This design comes from an exercise in tuning for small area, a short achievable clock period and few clock cycles per item on the open sky130 flow, not from production work.
RTL that was checked went through simulation tests only; none was proved equivalent to the original.
For run 1, only the layout was checked, not whether the RTL still works.
Power and IR drop assume default switching activity.

<file path="flow/config.mk">
export PLATFORM = sky130hd
export DESIGN_NAME = line21_batch
export DESIGN_NICKNAME = line21_batch
export VERILOG_FILES = /design/flow/design.v
export SDC_FILE = /design/flow/constraint.sdc
export NUM_CORES = 4
export LEC_CHECK = 0
export CAP_MARGIN = 20
export CORE_MARGIN = 2
export CORE_UTILIZATION = 55
export CTS_BUF_LIST = sky130_fd_sc_hd__clkbuf_8
export SLEW_MARGIN = 20
</file>
<file path="flow/constraint.sdc">
create_clock -name core_clock -period 14.0 [get_ports {clk}]
set_input_delay 2.8000 -clock core_clock [delete_from_list [all_inputs] [get_ports {clk}]]
set_output_delay 2.8000 -clock core_clock [all_outputs]
set_load 0.01 [all_outputs]
</file>
<file path="flow/design.v">
module l21_lane (
    input  wire        clk,
    input  wire        rst,           
    input  wire        go,            
    output wire        in_ready,
    input  wire        in_valid,
    input  wire [7:0]  in_data,
    input  wire        in_last,
    input  wire        in_empty,
    input  wire        in_err,
    output wire        res_valid,
    input  wire        res_take,
    output wire        res_tag,       
    output wire [13:0] res_pay        
);
    localparam C_BLANK     = 4'd1;
    localparam C_RUNIN_NF  = 4'd2;
    localparam C_RUNIN_OOR = 4'd3;
    localparam C_SANITY    = 4'd4;
    localparam C_OOR       = 4'd5;
    localparam C_PARITY    = 4'd6;
    localparam C_NOEDGE    = 4'd7;
    localparam C_ROW       = 4'd8;
    localparam D_START = 3'd0;      
    localparam D_COUNT = 3'd1;      
    localparam D_RISE  = 3'd2;      
    localparam D_SAN   = 3'd3;      
    localparam D_DATA  = 3'd4;      
    localparam D_OK    = 3'd5;      
    localparam D_SBIG  = 3'd6;      
    localparam D_FAIL  = 3'd7;      
    reg        loading;
    reg        sv;                   
    reg [7:0]  sd;
    reg        slast, sempty, serr;
    reg [8:0]  n;                    
    reg        ovf, err, empty, ldone;
    reg [7:0]  mx;                   
    reg [7:0]  t0, t1;               
    reg [1791:0] sr;                 
    reg [8:0]  jsw;                  
    assign in_ready = loading;
    wire       wr      = sv && !serr && !sempty;
    wire       grow    = wr && (sd > mx);
    wire       modeb   = (sd >= 8'd36) || (mx >= 8'd36);
    wire [6:0] code    = !modeb       ? sd[6:0] :
                         (sd < 8'd17) ? 7'd0 :
                         (sd > 8'd142) ? 7'd127 : sd[6:0] - 7'd16;
    function [15:0] thr(input [7:0] x);
        case (x)
        8'd0: thr = {8'd0, 8'd0};
        8'd1: thr = {8'd1, 8'd1};
        8'd2: thr = {8'd2, 8'd1};
        8'd3: thr = {8'd2, 8'd2};
        8'd4: thr = {8'd3, 8'd2};
        8'd5: thr = {8'd3, 8'd3};
        8'd6: thr = {8'd4, 8'd3};
        8'd7: thr = {8'd4, 8'd4};
        8'd8: thr = {8'd5, 8'd4};
        8'd9: thr = {8'd6, 8'd5};
        8'd10: thr = {8'd6, 8'd5};
        8'd11: thr = {8'd7, 8'd5};
        8'd12: thr = {8'd7, 8'd6};
        8'd13: thr = {8'd8, 8'd6};
        8'd14: thr = {8'd8, 8'd7};
        8'd15: thr = {8'd9, 8'd7};
        8'd16: thr = {8'd9, 8'd8};
        8'd17: thr = {8'd10, 8'd8};
        8'd18: thr = {8'd11, 8'd9};
        8'd19: thr = {8'd11, 8'd9};
        8'd20: thr = {8'd12, 8'd9};
        8'd21: thr = {8'd12, 8'd10};
        8'd22: thr = {8'd13, 8'd10};
        8'd23: thr = {8'd13, 8'd11};
        8'd24: thr = {8'd14, 8'd11};
        8'd25: thr = {8'd14, 8'd12};
        8'd26: thr = {8'd15, 8'd12};
        8'd27: thr = {8'd16, 8'd13};
        8'd28: thr = {8'd16, 8'd13};
        8'd29: thr = {8'd17, 8'd14};
        8'd30: thr = {8'd17, 8'd14};
        8'd31: thr = {8'd18, 8'd14};
        8'd32: thr = {8'd18, 8'd15};
        8'd33: thr = {8'd19, 8'd15};
        8'd34: thr = {8'd20, 8'd16};
        8'd35: thr = {8'd20, 8'd16};
        8'd36: thr = {8'd21, 8'd17};
        8'd37: thr = {8'd21, 8'd17};
        8'd38: thr = {8'd22, 8'd18};
        8'd39: thr = {8'd22, 8'd18};
        8'd40: thr = {8'd23, 8'd18};
        8'd41: thr = {8'd23, 8'd19};
        8'd42: thr = {8'd24, 8'd19};
        8'd43: thr = {8'd25, 8'd20};
        8'd44: thr = {8'd25, 8'd20};
        8'd45: thr = {8'd26, 8'd21};
        8'd46: thr = {8'd26, 8'd21};
        8'd47: thr = {8'd27, 8'd22};
        8'd48: thr = {8'd27, 8'd22};
        8'd49: thr = {8'd28, 8'd23};
        8'd50: thr = {8'd28, 8'd23};
        8'd51: thr = {8'd29, 8'd23};
        8'd52: thr = {8'd30, 8'd24};
        8'd53: thr = {8'd30, 8'd24};
        8'd54: thr = {8'd31, 8'd25};
        8'd55: thr = {8'd31, 8'd25};
        8'd56: thr = {8'd32, 8'd26};
        8'd57: thr = {8'd32, 8'd26};
        8'd58: thr = {8'd33, 8'd27};
        8'd59: thr = {8'd34, 8'd27};
        8'd60: thr = {8'd34, 8'd27};
        8'd61: thr = {8'd35, 8'd28};
        8'd62: thr = {8'd35, 8'd28};
        8'd63: thr = {8'd36, 8'd29};
        8'd64: thr = {8'd36, 8'd29};
        8'd65: thr = {8'd37, 8'd30};
        8'd66: thr = {8'd37, 8'd30};
        8'd67: thr = {8'd38, 8'd31};
        8'd68: thr = {8'd39, 8'd31};
        8'd69: thr = {8'd39, 8'd32};
        8'd70: thr = {8'd40, 8'd32};
        8'd71: thr = {8'd40, 8'd32};
        8'd72: thr = {8'd41, 8'd33};
        8'd73: thr = {8'd41, 8'd33};
        8'd74: thr = {8'd42, 8'd34};
        8'd75: thr = {8'd42, 8'd34};
        8'd76: thr = {8'd43, 8'd35};
        8'd77: thr = {8'd44, 8'd35};
        8'd78: thr = {8'd44, 8'd36};
        8'd79: thr = {8'd45, 8'd36};
        8'd80: thr = {8'd45, 8'd36};
        8'd81: thr = {8'd46, 8'd37};
        8'd82: thr = {8'd46, 8'd37};
        8'd83: thr = {8'd47, 8'd38};
        8'd84: thr = {8'd48, 8'd38};
        8'd85: thr = {8'd48, 8'd39};
        8'd86: thr = {8'd49, 8'd39};
        8'd87: thr = {8'd49, 8'd40};
        8'd88: thr = {8'd50, 8'd40};
        8'd89: thr = {8'd50, 8'd41};
        8'd90: thr = {8'd51, 8'd41};
        8'd91: thr = {8'd51, 8'd41};
        8'd92: thr = {8'd52, 8'd42};
        8'd93: thr = {8'd53, 8'd42};
        8'd94: thr = {8'd53, 8'd43};
        8'd95: thr = {8'd54, 8'd43};
        8'd96: thr = {8'd54, 8'd44};
        8'd97: thr = {8'd55, 8'd44};
        8'd98: thr = {8'd55, 8'd45};
        8'd99: thr = {8'd56, 8'd45};
        8'd100: thr = {8'd56, 8'd45};
        8'd101: thr = {8'd57, 8'd46};
        8'd102: thr = {8'd58, 8'd46};
        8'd103: thr = {8'd58, 8'd47};
        8'd104: thr = {8'd59, 8'd47};
        8'd105: thr = {8'd59, 8'd48};
        8'd106: thr = {8'd60, 8'd48};
        8'd107: thr = {8'd60, 8'd49};
        8'd108: thr = {8'd61, 8'd49};
        8'd109: thr = {8'd62, 8'd50};
        8'd110: thr = {8'd62, 8'd50};
        8'd111: thr = {8'd63, 8'd50};
        8'd112: thr = {8'd63, 8'd51};
        8'd113: thr = {8'd64, 8'd51};
        8'd114: thr = {8'd64, 8'd52};
        8'd115: thr = {8'd65, 8'd52};
        8'd116: thr = {8'd65, 8'd53};
        8'd117: thr = {8'd66, 8'd53};
        8'd118: thr = {8'd67, 8'd54};
        8'd119: thr = {8'd67, 8'd54};
        8'd120: thr = {8'd68, 8'd54};
        8'd121: thr = {8'd68, 8'd55};
        8'd122: thr = {8'd69, 8'd55};
        8'd123: thr = {8'd69, 8'd56};
        8'd124: thr = {8'd70, 8'd56};
        8'd125: thr = {8'd70, 8'd57};
        8'd126: thr = {8'd71, 8'd57};
        8'd127: thr = {8'd72, 8'd58};
        8'd128: thr = {8'd72, 8'd58};
        8'd129: thr = {8'd73, 8'd59};
        8'd130: thr = {8'd73, 8'd59};
        8'd131: thr = {8'd74, 8'd59};
        8'd132: thr = {8'd74, 8'd60};
        8'd133: thr = {8'd75, 8'd60};
        8'd134: thr = {8'd76, 8'd61};
        8'd135: thr = {8'd76, 8'd61};
        8'd136: thr = {8'd77, 8'd62};
        8'd137: thr = {8'd77, 8'd62};
        8'd138: thr = {8'd78, 8'd63};
        8'd139: thr = {8'd78, 8'd63};
        8'd140: thr = {8'd79, 8'd63};
        8'd141: thr = {8'd79, 8'd64};
        8'd142: thr = {8'd80, 8'd64};
        8'd143: thr = {8'd81, 8'd65};
        8'd144: thr = {8'd81, 8'd65};
        8'd145: thr = {8'd82, 8'd66};
        8'd146: thr = {8'd82, 8'd66};
        8'd147: thr = {8'd83, 8'd67};
        8'd148: thr = {8'd83, 8'd67};
        8'd149: thr = {8'd84, 8'd68};
        8'd150: thr = {8'd84, 8'd68};
        8'd151: thr = {8'd85, 8'd68};
        8'd152: thr = {8'd86, 8'd69};
        8'd153: thr = {8'd86, 8'd69};
        8'd154: thr = {8'd87, 8'd70};
        8'd155: thr = {8'd87, 8'd70};
        8'd156: thr = {8'd88, 8'd71};
        8'd157: thr = {8'd88, 8'd71};
        8'd158: thr = {8'd89, 8'd72};
        8'd159: thr = {8'd90, 8'd72};
        8'd160: thr = {8'd90, 8'd72};
        8'd161: thr = {8'd91, 8'd73};
        8'd162: thr = {8'd91, 8'd73};
        8'd163: thr = {8'd92, 8'd74};
        8'd164: thr = {8'd92, 8'd74};
        8'd165: thr = {8'd93, 8'd75};
        8'd166: thr = {8'd93, 8'd75};
        8'd167: thr = {8'd94, 8'd76};
        8'd168: thr = {8'd95, 8'd76};
        8'd169: thr = {8'd95, 8'd77};
        8'd170: thr = {8'd96, 8'd77};
        8'd171: thr = {8'd96, 8'd77};
        8'd172: thr = {8'd97, 8'd78};
        8'd173: thr = {8'd97, 8'd78};
        8'd174: thr = {8'd98, 8'd79};
        8'd175: thr = {8'd98, 8'd79};
        8'd176: thr = {8'd99, 8'd80};
        8'd177: thr = {8'd100, 8'd80};
        8'd178: thr = {8'd100, 8'd81};
        8'd179: thr = {8'd101, 8'd81};
        8'd180: thr = {8'd101, 8'd81};
        8'd181: thr = {8'd102, 8'd82};
        8'd182: thr = {8'd102, 8'd82};
        8'd183: thr = {8'd103, 8'd83};
        8'd184: thr = {8'd104, 8'd83};
        8'd185: thr = {8'd104, 8'd84};
        8'd186: thr = {8'd105, 8'd84};
        8'd187: thr = {8'd105, 8'd85};
        8'd188: thr = {8'd106, 8'd85};
        8'd189: thr = {8'd106, 8'd86};
        8'd190: thr = {8'd107, 8'd86};
        8'd191: thr = {8'd107, 8'd86};
        8'd192: thr = {8'd108, 8'd87};
        8'd193: thr = {8'd109, 8'd87};
        8'd194: thr = {8'd109, 8'd88};
        8'd195: thr = {8'd110, 8'd88};
        8'd196: thr = {8'd110, 8'd89};
        8'd197: thr = {8'd111, 8'd89};
        8'd198: thr = {8'd111, 8'd90};
        8'd199: thr = {8'd112, 8'd90};
        8'd200: thr = {8'd112, 8'd90};
        8'd201: thr = {8'd113, 8'd91};
        8'd202: thr = {8'd114, 8'd91};
        8'd203: thr = {8'd114, 8'd92};
        8'd204: thr = {8'd115, 8'd92};
        8'd205: thr = {8'd115, 8'd93};
        8'd206: thr = {8'd116, 8'd93};
        8'd207: thr = {8'd116, 8'd94};
        8'd208: thr = {8'd117, 8'd94};
        8'd209: thr = {8'd118, 8'd95};
        8'd210: thr = {8'd118, 8'd95};
        8'd211: thr = {8'd119, 8'd95};
        8'd212: thr = {8'd119, 8'd96};
        8'd213: thr = {8'd120, 8'd96};
        8'd214: thr = {8'd120, 8'd97};
        8'd215: thr = {8'd121, 8'd97};
        8'd216: thr = {8'd121, 8'd98};
        8'd217: thr = {8'd122, 8'd98};
        8'd218: thr = {8'd123, 8'd99};
        8'd219: thr = {8'd123, 8'd99};
        8'd220: thr = {8'd124, 8'd99};
        8'd221: thr = {8'd124, 8'd100};
        8'd222: thr = {8'd125, 8'd100};
        8'd223: thr = {8'd125, 8'd101};
        8'd224: thr = {8'd126, 8'd101};
        8'd225: thr = {8'd126, 8'd102};
        8'd226: thr = {8'd127, 8'd102};
        8'd227: thr = {8'd128, 8'd103};
        8'd228: thr = {8'd128, 8'd103};
        8'd229: thr = {8'd129, 8'd104};
        8'd230: thr = {8'd129, 8'd104};
        8'd231: thr = {8'd130, 8'd104};
        8'd232: thr = {8'd130, 8'd105};
        8'd233: thr = {8'd131, 8'd105};
        8'd234: thr = {8'd132, 8'd106};
        8'd235: thr = {8'd132, 8'd106};
        8'd236: thr = {8'd133, 8'd107};
        8'd237: thr = {8'd133, 8'd107};
        8'd238: thr = {8'd134, 8'd108};
        8'd239: thr = {8'd134, 8'd108};
        8'd240: thr = {8'd135, 8'd108};
        8'd241: thr = {8'd135, 8'd109};
        8'd242: thr = {8'd136, 8'd109};
        8'd243: thr = {8'd137, 8'd110};
        8'd244: thr = {8'd137, 8'd110};
        8'd245: thr = {8'd138, 8'd111};
        8'd246: thr = {8'd138, 8'd111};
        8'd247: thr = {8'd139, 8'd112};
        8'd248: thr = {8'd139, 8'd112};
        8'd249: thr = {8'd140, 8'd113};
        8'd250: thr = {8'd140, 8'd113};
        8'd251: thr = {8'd141, 8'd113};
        8'd252: thr = {8'd142, 8'd114};
        8'd253: thr = {8'd142, 8'd114};
        8'd254: thr = {8'd143, 8'd115};
        8'd255: thr = {8'd143, 8'd115};
        default: thr = 16'd0;
        endcase
    endfunction
    function [3:0] bwt(input [6:0] l);
        case (l)
        7'd13: bwt = 4'd2;
        7'd14: bwt = 4'd3;
        7'd15: bwt = 4'd3;
        7'd16: bwt = 4'd3;
        7'd17: bwt = 4'd3;
        7'd18: bwt = 4'd3;
        7'd19: bwt = 4'd3;
        7'd20: bwt = 4'd4;
        7'd21: bwt = 4'd4;
        7'd22: bwt = 4'd4;
        7'd23: bwt = 4'd4;
        7'd24: bwt = 4'd4;
        7'd25: bwt = 4'd4;
        7'd26: bwt = 4'd4;
        7'd27: bwt = 4'd5;
        7'd28: bwt = 4'd5;
        7'd29: bwt = 4'd5;
        7'd30: bwt = 4'd5;
        7'd31: bwt = 4'd5;
        7'd32: bwt = 4'd5;
        7'd33: bwt = 4'd5;
        7'd34: bwt = 4'd6;
        7'd35: bwt = 4'd6;
        7'd36: bwt = 4'd6;
        7'd37: bwt = 4'd6;
        7'd38: bwt = 4'd6;
        7'd39: bwt = 4'd6;
        7'd40: bwt = 4'd7;
        7'd41: bwt = 4'd7;
        7'd42: bwt = 4'd7;
        7'd43: bwt = 4'd7;
        7'd44: bwt = 4'd7;
        7'd45: bwt = 4'd7;
        7'd46: bwt = 4'd7;
        7'd47: bwt = 4'd8;
        7'd48: bwt = 4'd8;
        7'd49: bwt = 4'd8;
        7'd50: bwt = 4'd8;
        7'd51: bwt = 4'd8;
        7'd52: bwt = 4'd8;
        7'd53: bwt = 4'd9;
        7'd54: bwt = 4'd9;
        7'd55: bwt = 4'd9;
        7'd56: bwt = 4'd9;
        7'd57: bwt = 4'd9;
        7'd58: bwt = 4'd9;
        7'd59: bwt = 4'd9;
        7'd60: bwt = 4'd10;
        7'd61: bwt = 4'd10;
        7'd62: bwt = 4'd10;
        7'd63: bwt = 4'd10;
        7'd64: bwt = 4'd10;
        7'd65: bwt = 4'd10;
        7'd66: bwt = 4'd10;
        7'd67: bwt = 4'd11;
        7'd68: bwt = 4'd11;
        7'd69: bwt = 4'd11;
        7'd70: bwt = 4'd11;
        7'd71: bwt = 4'd11;
        7'd72: bwt = 4'd11;
        7'd73: bwt = 4'd12;
        7'd74: bwt = 4'd12;
        7'd75: bwt = 4'd12;
        7'd76: bwt = 4'd12;
        default: bwt = 4'd0;
        endcase
    endfunction
    wire [15:0] thr_sd = thr(sd);
    wire [7:0]  t0_sd  = thr_sd[7:0];
    wire [7:0]  t1_sd  = thr_sd[15:8];
    reg [8:0]  j;
    reg [8:0]  lag;                  
    reg [8:0]  jf;                   
    reg        fv;                   
    reg [7:0]  fs;
    reg        fc1, fc0;             
    reg [2:0]  ph;
    reg        prev;
    reg [7:0]  amin;                 
    reg [7:0]  rmin;                 
    reg [3:0]  start;
    reg [3:0]  tcnt;
    reg [6:0]  stop;
    reg [3:0]  bw;
    reg [17:0] hist;                 
    reg [3:0]  cd;
    reg [3:0]  k;
    reg [1:0]  s32;                  
    reg [15:0] db;
    wire       flip  = (amin < t0) || (rmin < t1);
    wire       fin   = (ph == D_OK) || (ph == D_SBIG) || (ph == D_FAIL);
    wire       wr_ok = wr && !n[8];
    wire       dend  = fin || (j == n);
    wire       drain = ldone && !dend && !flip && !(err || ovf || empty);
    wire       sh    = wr_ok || drain;
    wire       direct = lag[8];
    wire [223:0] taps;                
    genvar q;
    generate
        for (q = 0; q < 32; q = q + 1) begin : tp
            assign taps[7*q +: 7] = sr[56*q + 49 +: 7];
        end
    endgenerate
    wire [6:0] tapc  = taps[7*lag[7:3] +: 7];
    wire [7:0] tapv  = (jf < jsw)       ? {1'b0, tapc} :
                       (tapc == 7'd0)   ? 8'd0 :
                       (tapc == 7'd127) ? 8'd255 : {1'b0, tapc} + 8'd16;
    wire       fetch = !direct && sh && (lag[2:0] == 3'b111) && (jf < n) && !flip;
    wire       proc  = (direct ? wr_ok : fv) && !fin;
    wire [7:0] s     = direct ? sd : fs;
    wire       c1    = direct ? (sd >= t1) : fc1;
    wire       c0    = direct ? (sd < t0) : fc0;
    wire       b     = c1 | (!c0 & prev);
    wire       rise1 = b & !prev;
    wire [8:0] lrun  = j - {5'd0, start};                
    wire [3:0] bw_l  = bwt(lrun[6:0]);                   
    wire [2:0] h     = bw[3:1];
    wire [3:0] d2    = bw - {1'b0, h};                    
    wire [4:0] d3    = {1'b0, bw} + {1'b0, d2};           
    wire       b_m2  = hist[d2 - 1'b1];
    wire       b_m3  = hist[d3 - 1'b1];
    wire [9:0] w3    = {n, 1'b0} + {1'b0, n};            
    wire [9:0] s5    = {1'b0, stop, 2'b00} + {3'b0, stop};  
    wire [10:0] s10  = {stop, 3'b000} + {3'b0, stop, 1'b0};
    wire [8:0] st20  = {start, 4'b0000} + {2'b0, start, 2'b00};
    wire       st_bad   = (st20 > n);
    wire       stop_bad = !(({1'b0, n} <= s5) && (s10 <= {1'b0, w3}));
    reg  [3:0] cause;
    always @(*) begin
        if (err || ovf)                     cause = C_ROW;
        else if (empty || mx < 8'd32)       cause = C_BLANK;
        else if (ph == D_START)             cause = C_RUNIN_NF;
        else if (ph == D_SBIG || st_bad)    cause = C_RUNIN_OOR;
        else if (ph == D_COUNT)             cause = C_RUNIN_NF;
        else if (ph == D_FAIL && tcnt != 4'd15) cause = C_RUNIN_OOR;    
        else if (stop_bad)                  cause = C_RUNIN_OOR;
        else if (ph == D_RISE)              cause = C_NOEDGE;
        else if (ph == D_SAN)               cause = C_OOR;
        else if (ph == D_FAIL)              cause = C_SANITY;
        else if (ph == D_DATA)              cause = C_OOR;
        else if (!(^db[7:0]) || !(^db[15:8])) cause = C_PARITY;
        else                                cause = 4'd0;
    end
    assign res_valid = ldone && (err || ovf || empty || (mx < 8'd32) || (dend && !flip));
    assign res_tag   = (cause == 4'd0);
    assign res_pay   = res_tag ? {db[14:8], db[6:0]} : {10'd0, cause};
    always @(posedge clk) begin
        if (sh)
            sr <= {sr[1784:0], code};
    end
    always @(posedge clk) begin
        if (rst || res_take) begin
            loading <= 1'b0;
            sv      <= 1'b0;
            n       <= 9'd0;
            ovf     <= 1'b0;
            err     <= 1'b0;
            empty   <= 1'b0;
            ldone   <= 1'b0;
            mx      <= 8'd0;
            t0      <= 8'd0;
            t1      <= 8'd0;
            j       <= 9'd0;
            lag     <= 9'h1ff;
            jf      <= 9'd0;
            fv      <= 1'b0;
            jsw     <= 9'h100;
            ph      <= D_START;
            prev    <= 1'b0;
            amin    <= 8'hff;
            rmin    <= 8'hff;
        end else begin
            if (go)
                loading <= 1'b1;
            sv <= loading && in_valid;
            if (loading && in_valid) begin
                sd     <= in_data;
                slast  <= in_last;
                sempty <= in_empty;
                serr   <= in_err;
                if (in_last || in_empty || in_err)
                    loading <= 1'b0;
            end
            if (sv) begin
                if (serr)
                    err <= 1'b1;
                else if (sempty)
                    empty <= 1'b1;
                else begin
                    if (n[8])
                        ovf <= 1'b1;
                    else
                        n <= n + 1'b1;
                end
                if (serr || sempty || slast)
                    ldone <= 1'b1;
            end
            if (wr_ok && modeb && jsw[8])
                jsw <= n;
            if (grow) begin
                mx <= sd;
                t0 <= t0_sd;
                t1 <= t1_sd;
            end
            fv <= fetch;
            if (fetch) begin
                fs  <= tapv;
                fc1 <= (tapv >= t1);
                fc0 <= (tapv < t0);
                jf  <= jf + 1'b1;
            end
            if (flip) begin
                j    <= 9'd0;
                jf   <= 9'd0;
                lag  <= n - !wr_ok;
                ph   <= D_START;
                prev <= 1'b0;
                amin <= 8'hff;
                rmin <= 8'hff;
            end else begin
                if (sh && !fetch && !direct)
                    lag <= lag + 1'b1;
            end
            if (!flip && proc) begin
                j    <= j + 1'b1;
                prev <= b;
                hist <= {hist[16:0], b};
                if (b && s < amin)  amin <= s;
                if (rise1 && s < rmin) rmin <= s;
                case (ph)
                D_START: if (b) begin
                    start <= j[3:0];
                    tcnt  <= 4'd0;
                    ph    <= (j >= 9'd13) ? D_SBIG : D_COUNT;
                end
                D_COUNT: if (b != prev) begin
                    if (tcnt == 4'd12) begin
                        stop <= j[6:0];
                        bw   <= bw_l;
                        if (j > 9'd76)
                            ph <= D_FAIL;           
                        else
                            ph <= D_RISE;
                    end else
                        tcnt <= tcnt + 1'b1;
                end
                D_RISE: if (b) begin
                    s32 <= {b_m3, b_m2};
                    cd  <= {1'b0, h} - 1'b1;
                    ph  <= D_SAN;
                end
                D_SAN: if (cd == 4'd0) begin
                    if ({s32, b} != 3'b001) begin
                        tcnt <= 4'd15;              
                        ph   <= D_FAIL;
                    end else begin
                        k  <= 4'd0;
                        cd <= bw - 1'b1;
                        ph <= D_DATA;
                    end
                end else
                    cd <= cd - 1'b1;
                D_DATA: if (cd == 4'd0) begin
                    db <= {b, db[15:1]};
                    k  <= k + 1'b1;
                    cd <= bw - 1'b1;
                    if (k == 4'd15)
                        ph <= D_OK;
                end else
                    cd <= cd - 1'b1;
                default: ;
                endcase
            end
        end
    end
endmodule
module line21_batch (
    input  wire        clk,
    input  wire        rst,             
    input  wire        csr_we,
    input  wire        csr_re,
    input  wire [2:0]  csr_num,
    input  wire [9:0]  csr_wdata,
    output reg  [9:0]  csr_rdata,
    input  wire        fl_we,
    input  wire [3:0]  fl_index,
    input  wire [7:0]  fl_handle,
    input  wire        cmd_valid,
    output wire        cmd_ready,
    input  wire [1:0]  cmd_op,
    output wire [1:0]  rs_req_valid,
    input  wire [1:0]  rs_req_ready,
    output wire [15:0] rs_req_handle,
    output wire [19:0] rs_req_row,
    input  wire [1:0]  rs_valid,
    output wire [1:0]  rs_ready,
    input  wire [15:0] rs_data,
    input  wire [1:0]  rs_last,
    input  wire [1:0]  rs_empty,
    input  wire [1:0]  rs_err,
    output wire        out_valid,
    input  wire        out_ready,
    output wire [7:0]  out_data,
    output wire        out_tag,
    output wire [3:0]  out_cause,
    output wire        out_first,
    output wire        out_last
);
    localparam NMAX = 15;
    localparam RD   = 4;                
    localparam RB   = 2;
    reg [7:0]  fl [0:15];
    reg [3:0]  batch_n;
    reg [9:0]  row;
    reg [1:0]  par_limit;
    reg        busy, done, row_error;
    reg [3:0]  err_index;
    reg [3:0]  next;
    reg [3:0]  disp;
    reg        beat;                    
    reg [RD-1:0] rfull;
    reg        rtag [0:RD-1];
    reg [13:0] rpay [0:RD-1];
    reg [1:0]  lreq;                    
    reg [1:0]  lrun;                    
    reg [3:0]  lfidx [0:1];
    reg [7:0]  lhandle [0:1];
    wire [1:0]  go = lreq & rs_req_ready;
    wire [1:0]  l_in_ready;
    wire [1:0]  l_res_valid;
    wire [1:0]  l_res_tag;
    wire [13:0] l_res_pay [0:1];
    wire [1:0]  take = lrun & l_res_valid;
    genvar g;
    generate
        for (g = 0; g < 2; g = g + 1) begin : lane
            l21_lane u_lane (
                .clk       (clk),
                .rst       (rst),
                .go        (go[g]),
                .in_ready  (l_in_ready[g]),
                .in_valid  (rs_valid[g]),
                .in_data   (rs_data[8*g +: 8]),
                .in_last   (rs_last[g]),
                .in_empty  (rs_empty[g]),
                .in_err    (rs_err[g]),
                .res_valid (l_res_valid[g]),
                .res_take  (take[g]),
                .res_tag   (l_res_tag[g]),
                .res_pay   (l_res_pay[g])
            );
            assign rs_req_valid[g]         = lreq[g];
            assign rs_req_handle[8*g +: 8] = lhandle[g];
            assign rs_req_row[10*g +: 10]  = row;
            assign rs_ready[g]             = l_in_ready[g];
        end
    endgenerate
    wire [1:0] hold   = (lreq | lrun) & ~take;
    wire [1:0] nhold  = {1'b0, hold[0]} + {1'b0, hold[1]};
    wire [3:0] ahead  = disp - next;
    wire       more   = busy && (disp < batch_n) && (ahead < RD);
    wire       d0     = more && !hold[0] && (nhold < {1'b0, par_limit});
    wire       d1     = more && !hold[1] && !d0 && (nhold < {1'b0, par_limit});
    wire [RB-1:0] nslot   = next[RB-1:0];
    wire       slot_ready = busy && (next < batch_n) && rfull[nslot];
    wire       ntag       = rtag[nslot];
    wire [13:0] npay      = rpay[nslot];
    assign out_valid = slot_ready;
    assign out_tag   = ntag;
    assign out_data  = !ntag ? 8'd0 : beat ? {1'b0, npay[13:7]} : {1'b0, npay[6:0]};
    assign out_cause = ntag ? 4'd0 : npay[3:0];
    assign out_first = !beat;
    assign out_last  = beat && (next == batch_n - 1'b1);
    assign cmd_ready = !busy;
    wire   bstart    = cmd_valid && !busy && (cmd_op == 2'b01);
    always @(*) begin
        case (csr_num)
            3'd0:    csr_rdata = {6'd0, batch_n};
            3'd1:    csr_rdata = row;
            3'd2:    csr_rdata = {8'd0, par_limit};
            3'd3:    csr_rdata = {7'd0, row_error, done, busy};
            3'd4:    csr_rdata = {6'd0, err_index};
            3'd5:    csr_rdata = {6'd0, next};
            3'd6:    csr_rdata = {6'd0, disp};
            default: csr_rdata = 10'd0;
        endcase
    end
    wire       rerr0 = take[0] && !l_res_tag[0] && (l_res_pay[0][3:0] == 4'd8);
    wire       rerr1 = take[1] && !l_res_tag[1] && (l_res_pay[1][3:0] == 4'd8);
    wire [3:0] rerr_min = (rerr0 && rerr1) ? ((lfidx[0] < lfidx[1]) ? lfidx[0] : lfidx[1]) :
                          rerr0 ? lfidx[0] : lfidx[1];
    integer l;
    always @(posedge clk) begin
        if (rst) begin
            batch_n   <= 4'd0;
            row       <= 10'd0;
            par_limit <= 2'd2;
            busy      <= 1'b0;
            done      <= 1'b0;
            row_error <= 1'b0;
            err_index <= 4'd0;
            next      <= 4'd0;
            disp      <= 4'd0;
            beat      <= 1'b0;
            lreq      <= 2'b00;
            lrun      <= 2'b00;
            rfull     <= {RD{1'b0}};
        end else begin
            if (!busy && fl_we && fl_index != 4'd15)
                fl[fl_index] <= fl_handle;
            if (!busy && csr_we) begin
                case (csr_num)
                    3'd0: batch_n   <= (csr_wdata > NMAX) ? NMAX : csr_wdata[3:0];
                    3'd1: row       <= csr_wdata;
                    3'd2: par_limit <= (csr_wdata == 10'd1) ? 2'd1 : 2'd2;
                    default: ;
                endcase
            end
            if (bstart) begin
                busy      <= 1'b1;
                done      <= 1'b0;
                row_error <= 1'b0;
                next      <= 4'd0;
                disp      <= 4'd0;
                beat      <= 1'b0;
                rfull     <= {RD{1'b0}};
            end
            for (l = 0; l < 2; l = l + 1) begin
                if (go[l]) begin
                    lreq[l] <= 1'b0;
                    lrun[l] <= 1'b1;
                end
                if (take[l]) begin
                    lrun[l] <= 1'b0;
                    rfull[lfidx[l][RB-1:0]] <= 1'b1;
                    rtag[lfidx[l][RB-1:0]]  <= l_res_tag[l];
                    rpay[lfidx[l][RB-1:0]]  <= l_res_pay[l];
                end
            end
            if (rerr0 || rerr1) begin
                row_error <= 1'b1;
                if (!row_error || rerr_min < err_index)
                    err_index <= rerr_min;
            end
            if (d0) begin
                lreq[0]    <= 1'b1;
                lfidx[0]   <= disp;
                lhandle[0] <= fl[disp];
                disp       <= disp + 1'b1;
            end
            if (d1) begin
                lreq[1]    <= 1'b1;
                lfidx[1]   <= disp;
                lhandle[1] <= fl[disp];
                disp       <= disp + 1'b1;
            end
            if (out_valid && out_ready) begin
                if (beat) begin
                    beat <= 1'b0;
                    next <= next + 1'b1;
                    rfull[nslot] <= 1'b0;
                end else
                    beat <= 1'b1;
            end
            if (busy && next == batch_n) begin
                busy <= 1'b0;
                done <= 1'b1;
            end
        end
    end
endmodule
</file>
<file path="flow/flow/run.sh">
#!/bin/bash
# The standard layout (standard synthesis, floorplan, placement, CTS,
# routing, finish) with a larger setup margin for ORFS's repair_timing, so
# that the resizer keeps improving paths that already meet the 14 ns clock.
# The clock, constraints and every other setting are the standard flow's own.
set -euo pipefail
bash standard.sh SETUP_SLACK_MARGIN=7.6 finish > standard_flow.log 2>&1
</file>
<file path="flow/standard.sh">
#!/bin/bash
# synth_recipe.tcl (not shown) runs the flow's synth.tcl, then flattens the netlist and writes it again
# the make line also repeats each setting of config.mk as NAME=value (left out here)
make -C /OpenROAD-flow-scripts/flow DESIGN_CONFIG=/design/flow/config.mk WORK_HOME=/design/flow/orfs CLKGATE_MAP_FILE= SYNTH_SCRIPT=/design/flow/synth_recipe.tcl "${@:-finish}"
</file>
==> results of run 1 <==
==> through the flow <==
step	cell area (um^2)	utilization, %	setup WS (ps)
floorplan	152000	-	-16900
global placement	157000	57.4	6230
detailed placement	157000	57.4	6190
CTS	169000	61.7	7470
global route	169000	61.8	7450
finish	169000	61.8	7470
==> sequential cells by signal, summed over array words and instances, names as in the netlist, 18 cells and up, named ones only <==
register          flops
lane.u_lane.jf       18
lane.u_lane.j        18
lane.u_lane.sr     3584
lane.u_lane.db       32
lane.u_lane.lag      18
lane.u_lane.n        18
rpay                 56
lane.u_lane.jsw      18
fl                  128
lane.u_lane.hist     36
==> worst register-to-register path: cells and delay by family, from the launching register on <==
family	cells	cell delay, ps
flops	1	460
simple gates	3	1210
buf+inv	3	2520
compound gates	2	920
==> kinds of logic (layout without fill, tap and decap cells) <==
group	Yosys count	count (layout)	share of synthesized area, %
AO/OA/AOI/OAI	1038	1038	4.50
flip-flops	4198	4198	81.6
multiplexers	369	369	4.31
XOR/XNOR	183	183	1.06
AND/OR/NAND/NOR	1231	1231	3.87
other	1	17	0.00247
adder cells (fa/ha/maj)	390	390	3.28
buffers and inverters	544	1663	1.43
==> cells in the final DEF (no fill, tap or decap), types with 49 or more instances in the layout <==
cell,synthesis,final
buf_4,14,79
ha_1,378,375
nand2_1,309,309
and2_1,53,49
xor2_1,72,72
inv_1,261,494
nand2b_1,49,49
nor3_1,96,94
nor2_1,381,376
o211ai_1,50,50
a211oi_1,60,60
clkdlybuf4s50_1,0,110
a21o_1,82,82
clkbuf_8,0,669
nand3_1,103,103
o21ai_0,217,211
mux4_2,223,223
clkinv_1,7,158
clkinv_2,0,52
a21oi_1,282,280
mux2i_1,107,107
dfxtp_1,234,220
xnor2_1,111,110
edfxtp_1,3964,3964
==> final cells by class <==
class / count / share of cell area, %
multi-input combinational: 3220 / 15.4
inverter: 271 / 0.601
clock inverter: 498 / 1.46
tap: 3686 / 2.72
sequential: 4198 / 73.1
antenna: 8 / 0.0118
clock buffer: 669 / 5.44
timing repair buffer: 225 / 1.32
==> timing repair <==
action / CTS / global route
gates cloned: 1 / 0
pin swaps: 0 / 2
gates resized for setup: 76 / 14
buffers inserted: 9 / 2
setup endpoints to repair: 19 / 12
hold buffers: 0 / 0
==> metal layers <==
layer	part of all wire (%)	GRT usage (%)	vias to the layer above
li1	-	-	32500
met1	49	28.9	35600
met5	0.016	0	-
met4	2.2	5.58	6
met2	43	25.3	1913
met3	5.6	3.46	485
==> power breakdown <==
| part | leakage, nW | switching, W | internal (W) |
|---|---|---|---|
| clock | 6.84 | 0.00459 | 0.00455 |
| combinational | 12.3 | 0.0000453 | 0.0000350 |
| sequential | 37.4 | 0.00000421 | 0.0135 |
==> worst paths after layout <==
check / endpoint / slack, ps / startpoint
hold / removal: lane[1].u_lane.sr[821] / 370 / lane[1].u_lane.sr[814]
hold reg to reg: lane[1].u_lane.sr[821] / 370 / lane[1].u_lane.sr[814]
setup reg to reg: lane[0].u_lane.sr[1179] / 8340 / lane[0].u_lane.ph[1]
setup / recovery: csr_rdata[2] / 7470 / csr_num[1]
==> impl_metrics.yaml, run 1 <==
timing:
  max_freq_mhz: 153
  period_share_pct: 46.7
  hold_ws_ps: 369
  setup_tns_ps: 0
  finClkSkew_ps: 77.1
  setup_viol_count_final: 0
  slew_headroom_pct: 22.1
  rsz0062_at_grt: "true"
  drv_slew: 0
  worstMarginPinSlew_ps: 1170
  fin_crit_ps: 6530
  hold_viol: 0
synthesis:
  synth_cell_type_count: 95
  ys_ff_latch: 4198
  ys_seq_area_share_pct: 81.6
  synth_cells: 7954
  synth_common_cells: "edfxtp_1, nor2_1, ha_1"
  synth_top_area_share_pct: 78.5
  synth_ff_type: "edfxtp_1"
  synth_most_common_cell: "edfxtp_1"
  postSynth.asyncResetShare_pct: 0
  ys_warn_count: 6
  synth_edf_count: 3964
  synthesis.area_mm2: 0.152
  yosys.area.top_type: "edfxtp_1"
  synth_area_per_cell_um2: 19.1
  ys_top_cells_by_area: "edfxtp_1, mux4_2, ha_1, dfxtp_1, nor2_1"
clock_network:
  root_buffer: "clkbuf_8"
  clk_path_buf_depth: 4
  cts_made_buffers: 653
  cts_num_sinks: 4198
  cts_tree: "built"
  htreeDepth: 6
  cts.clk_slew.worst_paths_ps: 60
  clk-insertion-delay-late_ps: 1130
placement:
  port_buffers: 124
  dp_hpwl_um: 146000
  placed_cells: 11600
  gp_congestion: 0.866
layout:
  multi_input_area_mm2: 0.0260
  final_cells: 12800
  nFillCells: 19400
  drive_above_1_share_pct: 13.7
  register_area_mm2: 0.124
  area_growth_pct: 11.6
  nets: 9019
critical_path:
  startpoint_type: "input pin"
  critical_path_depth: 5
  worstPathArrival_ps: 3730
  critical_path.cell_chain: "buf_12, mux2_2, a221oi_2, a21oi_1, buf_2"
  worstSetupPathType: "input pin to primary output"
  worst_path_max_delay_cell: "mux2_2"
  cpPeakStageDelay_ps: 340
  required_ps: 11200
  crit_buf_inv: 2
  critical_path.top_delay_family: "multiplexers"
  crit_path_end_kind: "primary output"
  r2r_cells: 8
  cp_max_fo: 8
routing:
  ant_nets: 0
  routed_wl_um: 257000
  first_iter_violations: 7073
  num_vias: 70600
  drc: 0
  first_pass_iters: 6
  avgViaCountPerCell: 5.52
  drt-wirelength-per-cell_um: 20.1
power_and_ir_drop:
  p_leak_nw: 56.6
  power.total_w: 0.0228
  ir_drop_mv: 0.0959
  power.density_mw_per_mm2: 134
die:
  core_area_mm2: 0.274
  die_h_um: 529
  io_pins: 127
  die_area_mm2: 0.280
  rows: 192
  start_util_pct: 55.3
  dieWidth_um: 529
run:
  drv_cap: 0
global_route:
  grt_pass1_vias: 69500
  grt_usage_pct: 18.1
  grt_max_degree: 233
  grt-ovfl-total: 0
  antenna_found_initial: 9
  grt_pass1_wl_um: 398000
worst_hold_path:
  min_path_type: "register to register"
  hold_depth: 0
outcome:
  status: "finished clean"
==> run 2, diff against run 1 <==
--- a/flow/design.v
+++ b/flow/design.v
@@ -41,3 +41,3 @@
     reg [8:0]  jsw;                  
-    assign in_ready = loading;
+    assign in_ready = loading && (!ldone || res_take);
     wire       wr      = sv && !serr && !sempty;
@@ -462,5 +462,19 @@
     always @(posedge clk) begin
-        if (rst || res_take) begin
+        if (rst) begin
             loading <= 1'b0;
             sv      <= 1'b0;
+        end else begin
+            if (go)
+                loading <= 1'b1;
+            sv <= in_ready && in_valid;
+            if (in_ready && in_valid) begin
+                sd     <= in_data;
+                slast  <= in_last;
+                sempty <= in_empty;
+                serr   <= in_err;
+                if (in_last || in_empty || in_err)
+                    loading <= 1'b0;
+            end
+        end
+        if (rst || res_take) begin
             n       <= 9'd0;
@@ -483,13 +497,2 @@
         end else begin
-            if (go)
-                loading <= 1'b1;
-            sv <= loading && in_valid;
-            if (loading && in_valid) begin
-                sd     <= in_data;
-                slast  <= in_last;
-                sempty <= in_empty;
-                serr   <= in_err;
-                if (in_last || in_empty || in_err)
-                    loading <= 1'b0;
-            end
             if (sv) begin
@@ -635,4 +638,6 @@
     reg [1:0]  lreq;                    
-    reg [1:0]  lrun;                    
-    reg [3:0]  lfidx [0:1];
+    reg [1:0]  lload;                   
+    reg [1:0]  lcnt [0:1];              
+    reg [3:0]  lf0 [0:1];               
+    reg [3:0]  lf1 [0:1];               
     reg [7:0]  lhandle [0:1];
@@ -643,3 +648,4 @@
     wire [13:0] l_res_pay [0:1];
-    wire [1:0]  take = lrun & l_res_valid;
+    wire [1:0]  take = {lcnt[1] != 2'd0, lcnt[0] != 2'd0} & l_res_valid;
+    wire [1:0]  fbeat = rs_ready & rs_valid & (rs_last | rs_empty | rs_err);
     genvar g;
@@ -668,8 +674,13 @@
     endgenerate
-    wire [1:0] hold   = (lreq | lrun) & ~take;
+    wire [1:0] cnt0   = lcnt[0] - {1'b0, take[0]};
+    wire [1:0] cnt1   = lcnt[1] - {1'b0, take[1]};
+    wire [1:0] hold   = {cnt1 != 2'd0, cnt0 != 2'd0};
     wire [1:0] nhold  = {1'b0, hold[0]} + {1'b0, hold[1]};
+    wire [1:0] pfree  = ~lreq & (~lload | fbeat);
+    wire       can0   = pfree[0] && !cnt0[1] && (hold[0] || (nhold < {1'b0, par_limit}));
+    wire       can1   = pfree[1] && !cnt1[1] && (hold[1] || (nhold < {1'b0, par_limit}));
     wire [3:0] ahead  = disp - next;
     wire       more   = busy && (disp < batch_n) && (ahead < RD);
-    wire       d0     = more && !hold[0] && (nhold < {1'b0, par_limit});
-    wire       d1     = more && !hold[1] && !d0 && (nhold < {1'b0, par_limit});
+    wire       d0     = more && can0 && (!hold[0] || !(can1 && !hold[1]));
+    wire       d1     = more && can1 && !d0;
     wire [RB-1:0] nslot   = next[RB-1:0];
@@ -700,4 +711,4 @@
     wire       rerr1 = take[1] && !l_res_tag[1] && (l_res_pay[1][3:0] == 4'd8);
-    wire [3:0] rerr_min = (rerr0 && rerr1) ? ((lfidx[0] < lfidx[1]) ? lfidx[0] : lfidx[1]) :
-                          rerr0 ? lfidx[0] : lfidx[1];
+    wire [3:0] rerr_min = (rerr0 && rerr1) ? ((lf0[0] < lf0[1]) ? lf0[0] : lf0[1]) :
+                          rerr0 ? lf0[0] : lf0[1];
     integer l;
@@ -716,3 +727,5 @@
             lreq      <= 2'b00;
-            lrun      <= 2'b00;
+            lload     <= 2'b00;
+            lcnt[0]   <= 2'd0;
+            lcnt[1]   <= 2'd0;
             rfull     <= {RD{1'b0}};
@@ -740,12 +753,16 @@
                 if (go[l]) begin
-                    lreq[l] <= 1'b0;
-                    lrun[l] <= 1'b1;
+                    lreq[l]  <= 1'b0;
+                    lload[l] <= 1'b1;
                 end
+                if (fbeat[l])
+                    lload[l] <= 1'b0;
                 if (take[l]) begin
-                    lrun[l] <= 1'b0;
-                    rfull[lfidx[l][RB-1:0]] <= 1'b1;
-                    rtag[lfidx[l][RB-1:0]]  <= l_res_tag[l];
-                    rpay[lfidx[l][RB-1:0]]  <= l_res_pay[l];
+                    rfull[lf0[l][RB-1:0]] <= 1'b1;
+                    rtag[lf0[l][RB-1:0]]  <= l_res_tag[l];
+                    rpay[lf0[l][RB-1:0]]  <= l_res_pay[l];
+                    lf0[l] <= lf1[l];
                 end
             end
+            lcnt[0] <= cnt0 + {1'b0, d0};
+            lcnt[1] <= cnt1 + {1'b0, d1};
             if (rerr0 || rerr1) begin
@@ -757,3 +774,3 @@
                 lreq[0]    <= 1'b1;
-                lfidx[0]   <= disp;
+                if (cnt0 == 2'd0) lf0[0] <= disp; else lf1[0] <= disp;
                 lhandle[0] <= fl[disp];
@@ -763,3 +780,3 @@
                 lreq[1]    <= 1'b1;
-                lfidx[1]   <= disp;
+                if (cnt1 == 2'd0) lf0[1] <= disp; else lf1[1] <= disp;
                 lhandle[1] <= fl[disp];
--- a/flow/config.mk
+++ b/flow/config.mk
@@ -9,4 +9,3 @@
 export CORE_MARGIN = 2
-export CORE_UTILIZATION = 55
-export CTS_BUF_LIST = sky130_fd_sc_hd__clkbuf_8
+export CORE_UTILIZATION = 40
 export SLEW_MARGIN = 20
==> run 2 against run 1 <==
  * Highest routed layer unchanged
  * Wire length increased by 3.6%
  * Power increased by 7.4%
  * Critical path type unchanged
  * Core utilization decreased by 16 points
  * Maximum frequency decreased by 1.4%
  * Global-route usage decreased by 4.7 points
  * Clock skew increased by 64 ps
  * Cell count increased by 7.1%
  * Count of clock-buffer cells in the layout decreased by 152
  * Largest cell class unchanged
  * Critical path depth unchanged
  * Clock power increased by 18%
  * First-iteration DRC count decreased by 5.5%
  * Register-to-register slack got worse by 260 ps
==> impl_metrics.yaml, run 2 <==
outcome:
  status: "finished clean"
routing:
  num_vias: 69800
  drt-wirelength-per-cell_um: 19.4
  first_iter_violations: 6682
  drc: 0
  ant_nets: 0
  first_pass_iters: 6
  avgViaCountPerCell: 5.10
  routed_wl_um: 266000
clock_network:
  clk-insertion-delay-late_ps: 980
  root_buffer: "clkbuf_16"
  cts_num_sinks: 4210
  cts_tree: "built"
  clk_path_buf_depth: 4
  htreeDepth: 5
  cts_made_buffers: 410
  holdBufCountCts: 0
  cts.clk_slew.worst_paths_ps: 60
timing:
  setup_viol_count_final: 0
  hold_viol: 0
  fin_crit_ps: 6630
  finClkSkew_ps: 141
  period_share_pct: 47.3
  finalWorstSetupSlack_ps: 7370
  slew_headroom_pct: 22.4
  rsz0062_at_grt: "true"
  worstMarginPinSlew_ps: 1150
  setup_tns_ps: 0
  max_freq_mhz: 151
  drv_slew: 0
power_and_ir_drop:
  p_clk_share_pct: 44.0
  power.density_mw_per_mm2: 141
  p_leak_nw: 51.5
  pwr-share-comb_pct: 0.5
  ir_drop_mv: 0.112
  p_sw_share_pct: 19.1
  p_switching_w: 0.00468
  power_frac_seq_pct: 55.5
  intPower_w: 0.0198
synthesis:
  synth_top_area_share_pct: 78.4
  synthesis.area_mm2: 0.152
  synth_common_cells: "edfxtp_1, nor2_1, ha_1"
  postSynth.asyncResetShare_pct: 0
  ys_warn_count: 10
  ys_seq_area_share_pct: 81.5
  synth_cells: 7936
  synth_cell_type_count: 106
  synth_ff_type: "edfxtp_1"
  ys_ff_latch: 4210
  ys_top_cells_by_area: "edfxtp_1, mux4_2, dfxtp_1, ha_1, nor2_1"
  synth_area_per_cell_um2: 19.2
  synth_edf_count: 3972
  synth_most_common_cell: "edfxtp_1"
  yosys.area.top_type: "edfxtp_1"
worst_hold_path:
  min_path_type: "register to register"
critical_path:
  worstSetupPathType: "input pin to primary output"
  worstPathArrival_ps: 3830
  cp_max_fo: 5
  required_ps: 11200
  startpoint_type: "input pin"
  crit_path_end_kind: "primary output"
global_route:
  grt_usage_pct: 13.5
  grt_max_degree: 220
  grt-ovfl-total: 0
  grt_pass1_vias: 68600
  antenna_found_initial: 7
  grt_pass1_wl_um: 409000
layout:
  largest_reg_flops: 3584
  max_flop_register: "lane.u_lane.sr"
  final_cell_mix: "edfxtp_1, clkbuf_16, nor2_1"
  drive_above_1_share_pct: 12.6
  final_common_cell: "edfxtp_1"
  nets: 8772
  area_growth_pct: 13.9
placement:
  port_buffers: 124
  place_ws_ps: 5570
  gp_congestion: 0.845
  dp_hpwl_um: 154000
die:
  die_h_um: 621
  rows: 226
  start_util_pct: 40.2
  die_area_mm2: 0.385
  dieWidth_um: 621
  core_area_mm2: 0.379
  io_pins: 127
run:
  drv_cap: 0
-- run 2: cell types whose count changed in the layout (fill, tap and decap cells not counted), moves of 24 or more --
cell	change
o21ai_1	+24
clkinv_1	-54
a32o_1	-32
a211oi_1	+25
clkbuf_1	+89
nand2_1	-36
inv_1	-260
clkbuf_8	-656
clkbuf_16	+415
bufinv_16	+30
-- run 2: power by group through the flow --
| stage | logic [W] | registers, W | clock network, W |
|---|---|---|---|
| after global routing | 0.000120 | 0.0136 | 0.0116 |
| after CTS | 0.000111 | 0.0136 | 0.0111 |
| after detailed placement | 0.000104 | 0.0139 | 0 |
| after floorplan | 0.0000512 | 0.0139 | 0 |
| after global placement | 0.000101 | 0.0139 | 0 |
| final | 0.000111 | 0.0136 | 0.0108 |
-- run 2: final timing paths --
kind	from	endpoint	slack, ps	depth (start not counted)
max reg2reg	lane[0].u_lane.t1[3]	lf0[1][3]	8080	23
min reg2reg	lane[1].u_lane.sr[1331]	lane[1].u_lane.sr[1338]	300	0
max	csr_num[2]	csr_rdata[2]	7370	5
min	lane[1].u_lane.sr[1331]	lane[1].u_lane.sr[1338]	300	0
-- run 2: per-layer routing --
metal / track usage (%) / wire length (um) / vias to the layer above / share of wire, %
li1: - / - / 31900 / -
met5: 0 / 12 / - / 0.0045
met2: 19.8 / 118000 / 1847 / 44
met1: 20.4 / 127000 / 35600 / 48
met3: 2.23 / 13600 / 510 / 5.1
met4: 4.32 / 7990 / 2 / 3.0
-- run 2: stage by stage --
stage	hold slack [ps]	area [um^2]	utilization [%]	instances	power, W
after floorplan	400	152000	-	7944	0.0139
after global placement	400	159000	42.1	12900	0.0140
after detailed placement	405	159000	42.1	12900	0.0140
after CTS	281	173000	45.7	13700	0.0248
after global routing	306	173000	45.7	13700	0.0253
final	295	173000	45.8	13700	0.0245
-- run 2: timing repair --
action                     4_1_cts  5_1_grt
setup buffers                    9        4
gates resized for setup        136       11
setup endpoints to repair       26      103
pin swaps                        9        3
cloned                           2        0
-- run 2: cell families after synthesis --
kind of cell / share of synthesized area [%]
AO/OA/AOI/OAI: 4.56
XOR/XNOR: 1.10
adder cells (fa/ha/maj): 3.29
buffers and inverters: 1.37
flip-flops: 81.5
multiplexers: 4.46
other: 0.00246
AND/OR/NAND/NOR: 3.70
-- run 2: area by class of cell --
type                            count  area (um^2)
Fill cell                       31600       206000
Multi-Input combinational cell   3219        26400
Antenna cell                        4         10.0
Timing Repair Buffer              229         2370
Tap cell                         5016         6280
Inverter                          251          955
Sequential cell                  4210       124000
Clock inverter                    237         2360
Clock buffer                      517        10900
-- run 2: worst max-delay path, cell delays in order --
cell and delay (ps):
bufbuf_16 230, nor2b_2 170, a22oi_2 90, a21oi_4 360, buf_6 160
Testbench counts of run 2, summed over its fixed seeds: cycles 60,557, frames 720.
==> run 3, diff against run 2 <==
--- a/flow/design.v
+++ b/flow/design.v
@@ -44,6 +44,10 @@
     wire       grow    = wr && (sd > mx);
-    wire       modeb   = (sd >= 8'd36) || (mx >= 8'd36);
-    wire [6:0] code    = !modeb       ? sd[6:0] :
-                         (sd < 8'd17) ? 7'd0 :
-                         (sd > 8'd142) ? 7'd127 : sd[6:0] - 7'd16;
+    wire       sd_ge36 = sd[7] | sd[6] | (sd[5] & (sd[4] | sd[3] | sd[2]));
+    wire       sd_lt17 = !(sd[7] | sd[6] | sd[5] | (sd[4] & (sd[3] | sd[2] | sd[1] | sd[0])));
+    wire       sd_gt142 = sd[7] & (sd[6] | sd[5] | sd[4] | (sd[3] & sd[2] & sd[1] & sd[0]));
+    wire       mx_lt32 = !(mx[7] | mx[6] | mx[5]);
+    wire       modeb   = sd_ge36 || !jsw[8];
+    wire [6:0] code    = !modeb   ? sd[6:0] :
+                         sd_lt17  ? 7'd0 :
+                         sd_gt142 ? 7'd127 : {sd[6:4] - 3'd1, sd[3:0]};
     function [15:0] thr(input [7:0] x);
@@ -417,3 +421,3 @@
                        (tapc == 7'd0)   ? 8'd0 :
-                       (tapc == 7'd127) ? 8'd255 : {1'b0, tapc} + 8'd16;
+                       (tapc == 7'd127) ? 8'd255 : {{1'b0, tapc[6:4]} + 4'd1, tapc[3:0]};
     wire       fetch = !direct && sh && (lag[2:0] == 3'b111) && (jf < n) && !flip;
@@ -441,3 +445,3 @@
         if (err || ovf)                     cause = C_ROW;
-        else if (empty || mx < 8'd32)       cause = C_BLANK;
+        else if (empty || mx_lt32)          cause = C_BLANK;
         else if (ph == D_START)             cause = C_RUNIN_NF;
@@ -454,3 +458,3 @@
     end
-    assign res_valid = ldone && (err || ovf || empty || (mx < 8'd32) || (dend && !flip));
+    assign res_valid = ldone && (err || ovf || empty || mx_lt32 || (dend && !flip));
     assign res_tag   = (cause == 4'd0);
@@ -547,3 +551,3 @@
                     tcnt  <= 4'd0;
-                    ph    <= (j >= 9'd13) ? D_SBIG : D_COUNT;
+                    ph    <= (j[8:4] != 5'd0 || (j[3] & j[2] & (j[1] | j[0]))) ? D_SBIG : D_COUNT;
                 end
@@ -553,3 +557,3 @@
                         bw   <= bw_l;
-                        if (j > 9'd76)
+                        if (j[8] | j[7] | (j[6] & (j[5] | j[4] | (j[3] & j[2] & (j[1] | j[0])))))
                             ph <= D_FAIL;           
@@ -625,3 +629,3 @@
     localparam RB   = 2;
-    reg [7:0]  fl [0:15];
+    reg [7:0]  fl [0:14];
     reg [3:0]  batch_n;
@@ -792,3 +796,3 @@
             end
-            if (busy && next == batch_n) begin
+            if (busy && (next == batch_n || (out_valid && out_ready && out_last))) begin
                 busy <= 1'b0;
--- a/flow/config.mk
+++ b/flow/config.mk
@@ -9,3 +9,5 @@
 export CORE_MARGIN = 2
-export CORE_UTILIZATION = 40
+export CORE_UTILIZATION = 55
+export CTS_CLUSTER_DIAMETER = 60
+export CTS_CLUSTER_SIZE = 24
 export SLEW_MARGIN = 20
==> run 3 against run 2 <==
  * Still clean
  * Die area shrank 27%
  * Power shrank 10%
  * First-iteration DRC count grew 6.1%
  * Sequential share of layout area grew 2.9 points
  * Critical path depth is the same
  * Clock skew shrank 90 ps
  * Sequential cell count shrank 8
  * Maximum frequency grew 1.7%
  * Global-route usage grew 4.2 points
  * Wire length shrank 6.0%
  * Worst setup slack gained 110 ps
==> impl_metrics.yaml, run 3 <==
clock_network:
  holdBufCountCts: 0
  cts_made_buffers: 270
  cts_tree: "built"
  clk-insertion-delay-late_ps: 890
  clk_path_buf_depth: 4
  root_buffer: "clkbuf_16"
  cts_num_sinks: 4202
  htreeDepth: 5
  cts.clk_slew.worst_paths_ps: 90
synthesis:
  ys_warn_count: 10
  synth_common_cells: "edfxtp_1, nor2_1, ha_1"
  ys_top_cells_by_area: "edfxtp_1, mux4_2, dfxtp_1, ha_1, nor2_1"
  synth_area_per_cell_um2: 18.9
  yosys.area.top_type: "edfxtp_1"
  synth_cell_type_count: 94
  synth_edf_count: 3964
  synth_most_common_cell: "edfxtp_1"
  synth_cells: 8035
  ys_ff_latch: 4202
  postSynth.asyncResetShare_pct: 0
  synth_ff_type: "edfxtp_1"
  ys_seq_area_share_pct: 81.7
  synth_top_area_share_pct: 78.5
  synthesis.area_mm2: 0.152
power_and_ir_drop:
  p_leak_nw: 49.1
  power.density_mw_per_mm2: 132
  ir_drop_mv: 0.123
die:
  die_area_mm2: 0.280
  core_area_mm2: 0.274
  die_h_um: 529
  rows: 192
  start_util_pct: 55.3
  dieWidth_um: 529
  io_pins: 127
critical_path:
  crit_buf_inv: 2
  worstSetupPathType: "input pin to primary output"
  critical_path.top_delay_family: "multiplexers"
  required_ps: 11200
  critical_path.cell_chain: "buf_12, mux4_2, nor2_2, a21oi_2, buf_2"
  startpoint_type: "input pin"
  cpPeakStageDelay_ps: 490
  cp_max_fo: 6
  crit_path_end_kind: "primary output"
  startpoint: "csr_num[0]"
  worstPathArrival_ps: 3710
  r2r_start: "lane[1].u_lane.ph[1]"
  worst_path_max_delay_cell: "mux4_2"
placement:
  dp_hpwl_um: 146000
  gp_congestion: 0.829
  port_buffers: 124
  placed_cells: 11600
  place_area_mm2: 0.157
routing:
  first_iter_violations: 7087
  drc: 0
  first_pass_iters: 7
  drt-wirelength-per-cell_um: 20.8
  ant_nets: 0
  avgViaCountPerCell: 5.70
  num_vias: 68600
  routed_wl_um: 250000
layout:
  final_cell_mix: "edfxtp_1, nor2_1, ha_1"
  nFillCells: 19600
  final_cells: 12000
  area_growth_pct: 9.74
  final_area_mm2: 0.166
  largest_reg_flops: 3584
  nets: 8716
  max_flop_register: "lane.u_lane.sr"
  final_common_cell: "edfxtp_1"
  drive_above_1_share_pct: 10.7
timing:
  fin_crit_ps: 6510
  max_freq_mhz: 154
  slew_headroom_pct: 24.4
  finClkSkew_ps: 51.0
  drv_slew: 0
  period_share_pct: 46.5
  setup_tns_ps: 0
  hold_viol: 0
  rsz0062_at_grt: "true"
  setup_viol_count_final: 0
  hold_ws_ps: 393
  worstMarginPinSlew_ps: 1130
global_route:
  grt_pass1_vias: 66100
  grt_usage_pct: 17.7
  grt-ovfl-total: 0
  grt_max_degree: 198
  antenna_found_initial: 7
  grt_pass1_wl_um: 388000
run:
  drv_cap: 0
worst_hold_path:
  hp-start: "lane[1].u_lane.sr[627]"
  min_path_type: "register to register"
outcome:
  status: "finished clean"
==> run 3: cell count changes after synthesis, sizes merged, moves of 20 or more <==
cell	delta
a211oi	-26
a21oi	+20
a22o	-38
inv	+26
mux2	-25
nand2	+30
nand3	+48
nor2	+61
o21ai	+72
==> run 3: repair_timing <==
action / 4_1_cts / 5_1_grt
setup buffers: 9 / 2
gates resized for setup: 74 / 21
cloned: 0 / 0
setup endpoints to repair: 30 / 110
pin swaps: 2 / 2
==> run 3: report_power, final <==
| part | switching (W) | total [W] | leakage, nW | internal (W) |
|---|---|---|---|---|
| combinational | 0.0000600 | 0.000102 | 12.2 | 0.0000420 |
| clock | 0.00424 | 0.00830 | 4.35 | 0.00406 |
| sequential | 0.00000701 | 0.0135 | 32.6 | 0.0135 |
==> run 3: through the flow <==
stage / total power [W] / utilization (%) / worst slack [ps]
after CTS: 0.0223 / 60.7 / 7470
after detailed placement: 0.0139 / 57.4 / 6130
after global placement: 0.0139 / 57.4 / 6200
after global routing: 0.0227 / 60.7 / 7450
after floorplan: 0.0139 / - / -18260
final: 0.0219 / 60.7 / 7490
==> run 3: path summary, 6_finish.rpt <==
| kind | depth (start not counted) | slack [ps] | to |
|---|---|---|---|
| setup / recovery | 5 | 7490 | csr_rdata[2] |
| hold / removal | 0 | 390 | lane[1].u_lane.sr[634] |
| setup reg to reg | 9 | 8000 | lane[1].u_lane.sr[1676] |
| hold reg to reg | 0 | 390 | lane[1].u_lane.sr[634] |
==> run 3: cell families (layout without fill, tap and decap cells) <==
kind of cell             count (synthesis)  after routing  synth area share [%]
multiplexers                           372            372                  4.27
AO/OA/AOI/OAI                         1054           1054                  4.30
buffers and inverters                  545            957                  1.47
AND/OR/NAND/NOR                       1284           1284                  3.95
adder cells (fa/ha/maj)                382            382                  3.21
other                                    1              3               0.00247
XOR/XNOR                               195            195                  1.13
flip-flops                            4202           4202                  81.7
==> run 3: area by class of cell <==
class	instances	area, um^2	share of cell area (%)
repair buffers	234	2180	1.31
clock buffers	290	7040	4.23
inverters	278	1050	0.630
well taps	3589	4490	2.70
clock inverters	155	1890	1.14
diodes	2	5.00	0.00301
multi-input cells	3288	25800	15.5
flip-flops and latches	4202	124000	74.5
==> run 3: metal layers <==
metal / GRT usage, % / vias up / wire length, um
met2: 25.4 / 1684 / 110000
met1: 28.7 / 34900 / 123000
li1: - / 31600 / -
met4: 4.40 / 0 / 5680
met5: 0 / - / 0
met3: 2.41 / 389 / 11900
Testbench counts of run 3, summed over its fixed seeds: cycles 60,509, frames 720.
==> run 4, diff against run 3 <==
--- a/flow/config.mk
+++ b/flow/config.mk
@@ -9,5 +9,5 @@
 export CORE_MARGIN = 2
-export CORE_UTILIZATION = 55
-export CTS_CLUSTER_DIAMETER = 60
-export CTS_CLUSTER_SIZE = 24
+export CORE_UTILIZATION = 40
+export CTS_CLUSTER_DIAMETER = 80
+export CTS_CLUSTER_SIZE = 28
 export SLEW_MARGIN = 20
==> run 4 against run 3 <==
  * Non-clock buffer count is 9 lower
  * Largest power group unchanged
  * Power is 7.8% lower
  * Cell count is 10% higher
  * Still clean
  * Worst setup slack worse by 83 ps
  * Sequential power hardly changed
  * Maximum frequency is 1.3% lower
==> impl_metrics.yaml, run 4 <==
clock_network:
  clk_path_buf_depth: 4
  root_buffer: "clkbuf_16"
  cts_tree: "built"
  clk-insertion-delay-late_ps: 930
  cts_num_sinks: 4202
  cts_made_buffers: 193
  htreeDepth: 4
  holdBufCountCts: 0
  cts.clk_slew.worst_paths_ps: 100
routing:
  first_iter_violations: 7012
  drt-wirelength-per-cell_um: 19.2
  avgViaCountPerCell: 5.11
  ant_nets: 0
  first_pass_iters: 9
  drc: 0
  num_vias: 68000
  routed_wl_um: 256000
layout:
  nFillCells: 32000
  largest_reg_flops: 3584
  final_common_cell: "edfxtp_1"
  drive_above_1_share_pct: 8.77
  nets: 8630
  final_area_mm2: 0.165
  max_flop_register: "lane.u_lane.sr"
  final_cell_mix: "edfxtp_1, nor2_1, ha_1"
  multi_input_area_mm2: 0.0259
  register_area_mm2: 0.124
  area_growth_pct: 8.96
die:
  die_area_mm2: 0.384
  rows: 226
  core_area_mm2: 0.378
  start_util_pct: 40.1
  die_h_um: 620
  dieWidth_um: 620
  io_pins: 127
global_route:
  grt-ovfl-total: 0
  grt_usage_pct: 12.9
  grt_pass1_vias: 66200
  grt_max_degree: 229
  grt_pass1_wl_um: 393000
  antenna_found_initial: 5
synthesis:
  synth_top_area_share_pct: 78.5
  ys_warn_count: 10
  synth_mux_area_share_pct: 4.27
  synthAdderAreaFrac_pct: 3.21
  synth_ff_type: "edfxtp_1"
  synth-xor-area-share_pct: 1.13
  synthesis.area_mm2: 0.152
  ys_ff_latch: 4202
  synth_top_family_by_area: "compound AO/OA/AOI/OAI gates"
  synth_cells: 8035
  ys_seq_area_share_pct: 81.7
  ys_top_cells_by_area: "edfxtp_1, mux4_2, dfxtp_1, ha_1, nor2_1"
  synth_cell_type_count: 94
  postSynth.asyncResetShare_pct: 0
  synthSimpleGateAreaFrac_pct: 3.95
  synth_compound_area_share_pct: 4.30
  synth_area_per_cell_um2: 18.9
  yosys.area.top_type: "edfxtp_1"
  synth_edf_count: 3964
  synth_common_cells: "edfxtp_1, nor2_1, ha_1"
  synth_most_common_cell: "edfxtp_1"
power_and_ir_drop:
  p_leak_nw: 47.6
  power.density_mw_per_mm2: 122
  power.total_w: 0.0202
  ir_drop_mv: 0.0968
timing:
  setup_tns_ps: 0
  setup_viol_count_final: 0
  rsz0062_at_grt: "true"
  max_freq_mhz: 152
  worstMarginPinSlew_ps: 1180
  period_share_pct: 47.1
  hold_viol: 0
  finClkSkew_ps: 103
  slew_headroom_pct: 21.5
  fin_crit_ps: 6600
  drv_slew: 0
worst_hold_path:
  hold_depth: 0
  holdPathEnd: "lane[1].u_lane.sr[1669]"
  min_path_type: "register to register"
  hp-start: "lane[1].u_lane.sr[1662]"
critical_path:
  critical_path.top_delay_family: "buffers and inverters"
  worstSetupPathType: "input pin to primary output"
  worst_path_max_delay_cell: "buf_8"
  cpPeakStageDelay_ps: 140
  cp_max_fo: 7
  startpoint_type: "input pin"
  required_ps: 11200
  r2r_end: "lane[1].u_lane.sr[1227]"
  crit_path_end_kind: "primary output"
  r2r_cells: 11
  critical_path.cell_chain: "buf_12, nor2b_4, nor2b_4, buf_8, buf_6, buf_6, and2_4, buf_6"
  worstPathArrival_ps: 3800
  crit_buf_inv: 5
  reg2reg_slack_ps: 8080
  r2r_start: "lane[1].u_lane.t1[2]"
  cpMostUsedCell: "buf_6"
placement:
  port_buffers: 124
  place_area_mm2: 0.159
  gp_congestion: 0.842
  dp_hpwl_um: 151000
outcome:
  status: "finished clean"
run:
  drv_cap: 0
[run 4: worst register-to-register path, stage by stage, from the launching register on]
cell,delay (ps)
dfxtp_2,350
inv_2,60
ha_4,260
nand2_1,40
o21ai_1,240
a31oi_2,210
or3_4,650
o21ai_4,230
buf_12,610
buf_12,1060
buf_12,900
buf_6,870
[run 4: metal layers]
layer	track usage [%]	share of wire [%]	wire, um	up-vias
met5	0	0	0	-
met4	3.68	2.8	7070	0
met3	1.70	4.3	10900	389
met2	20.0	46	117000	1537
met1	19.2	47	121000	34800
li1	-	-	-	31300
[run 4: worst max path at each step]
stage | startpoint | endpoint | slack (ps) | depth (start not counted)
6_report | csr_num[0] | csr_rdata[8] | 7400 | 8
3_3_place_gp | csr_num[0] | csr_rdata[6] | 6200 | 6
4_1_cts | csr_num[0] | csr_rdata[7] | 7400 | 8
2_1_floorplan | lane[1].u_lane.t1[2] | lane[1].u_lane.fc0 | -18260 | 10
5_1_grt | csr_num[0] | csr_rdata[8] | 7380 | 8
3_5_place_dp | csr_num[0] | csr_rdata[7] | 6220 | 6
[run 4: kinds of logic (layout without fill, tap and decap cells)]
group                      Yosys count  after routing
xor gates and xnor gates           195            195
DFF                               4202           4202
muxes                              372            372
AOI/OAI and AO/OA                 1054           1054
buffers and inverters              545            788
other                                1              3
and+or+nand+nor                   1284           1284
adders and majority gates          382            382
[run 4: final cells by class]
type | instances | area share, %
flip-flops and latches | 4202 | 75.0
clock buffers | 233 | 3.08
inverters | 278 | 0.633
multi-input cells | 3288 | 15.7
clock inverters | 52 | 0.527
well taps | 5016 | 3.80
diodes | 2 | 0.00303
repair buffers | 225 | 1.30
[run 4: timing repair]
item	in CTS	in global routing
resized for setup	89	14
endpoints found under the hold margin	0	0
endpoints found under the setup margin	65	52
buffers inserted	7	0
pin swaps	2	1
[run 4: stage by stage]
step / hold WS (ps) / instances / util, % / setup slack, ps
floorplan: 400 / 8035 / - / -18260
global placement: 400 / 13000 / 42.0 / 6200
detailed placement: 405 / 13000 / 42.0 / 6220
CTS: 350 / 13300 / 43.6 / 7400
global route: 369 / 13300 / 43.7 / 7380
finish: 346 / 13300 / 43.7 / 7400
[run 4: power by group]
part           switching, W  internal, W
Combinational     0.0000628    0.0000417
Clock               0.00383      0.00276
Sequential       0.00000772       0.0135

[what the ideal ports hide]
The flow's constraints put no driver on any port. The routed layouts listed below were extracted and timed again, unchanged, in two steps.
Step 1: set_driving_cell puts a clkbuf_16 on clk and a buf_2 on each other input, an assumption about the parent block.
Step 2 also shifts input and output timing later by t, the mid clock arrival at the registers, as if the neighbouring blocks saw the same clock.
Slacks: ideal ports / drivers / drivers and shift; pairs: ideal ports / drivers.
run | t (ns) | setup WS [ns] | worst setup path at the end | worst register clock-pin slew, ns | cell pins on the clock port's net
run 1 | 1.204 | 7.466 / 7.400 / 7.400 | input to output | 0.07 / 0.07 | 1
run 2 | 1.002 | 7.374 / 7.238 / 7.238 | input to output | 0.07 / 0.07 | 1
run 3 | 0.962 | 7.486 / 7.397 / 7.397 | input to output | 0.09 / 0.09 | 1
run 4 | 0.997 | 7.403 / 7.333 / 7.333 | input to output | 0.11 / 0.11 | 1
After both steps setup and hold are still met in every run listed. The setup slack of run 2, which loses most, moves by -0.136 ns with the drivers and by -0.136 ns with both steps.
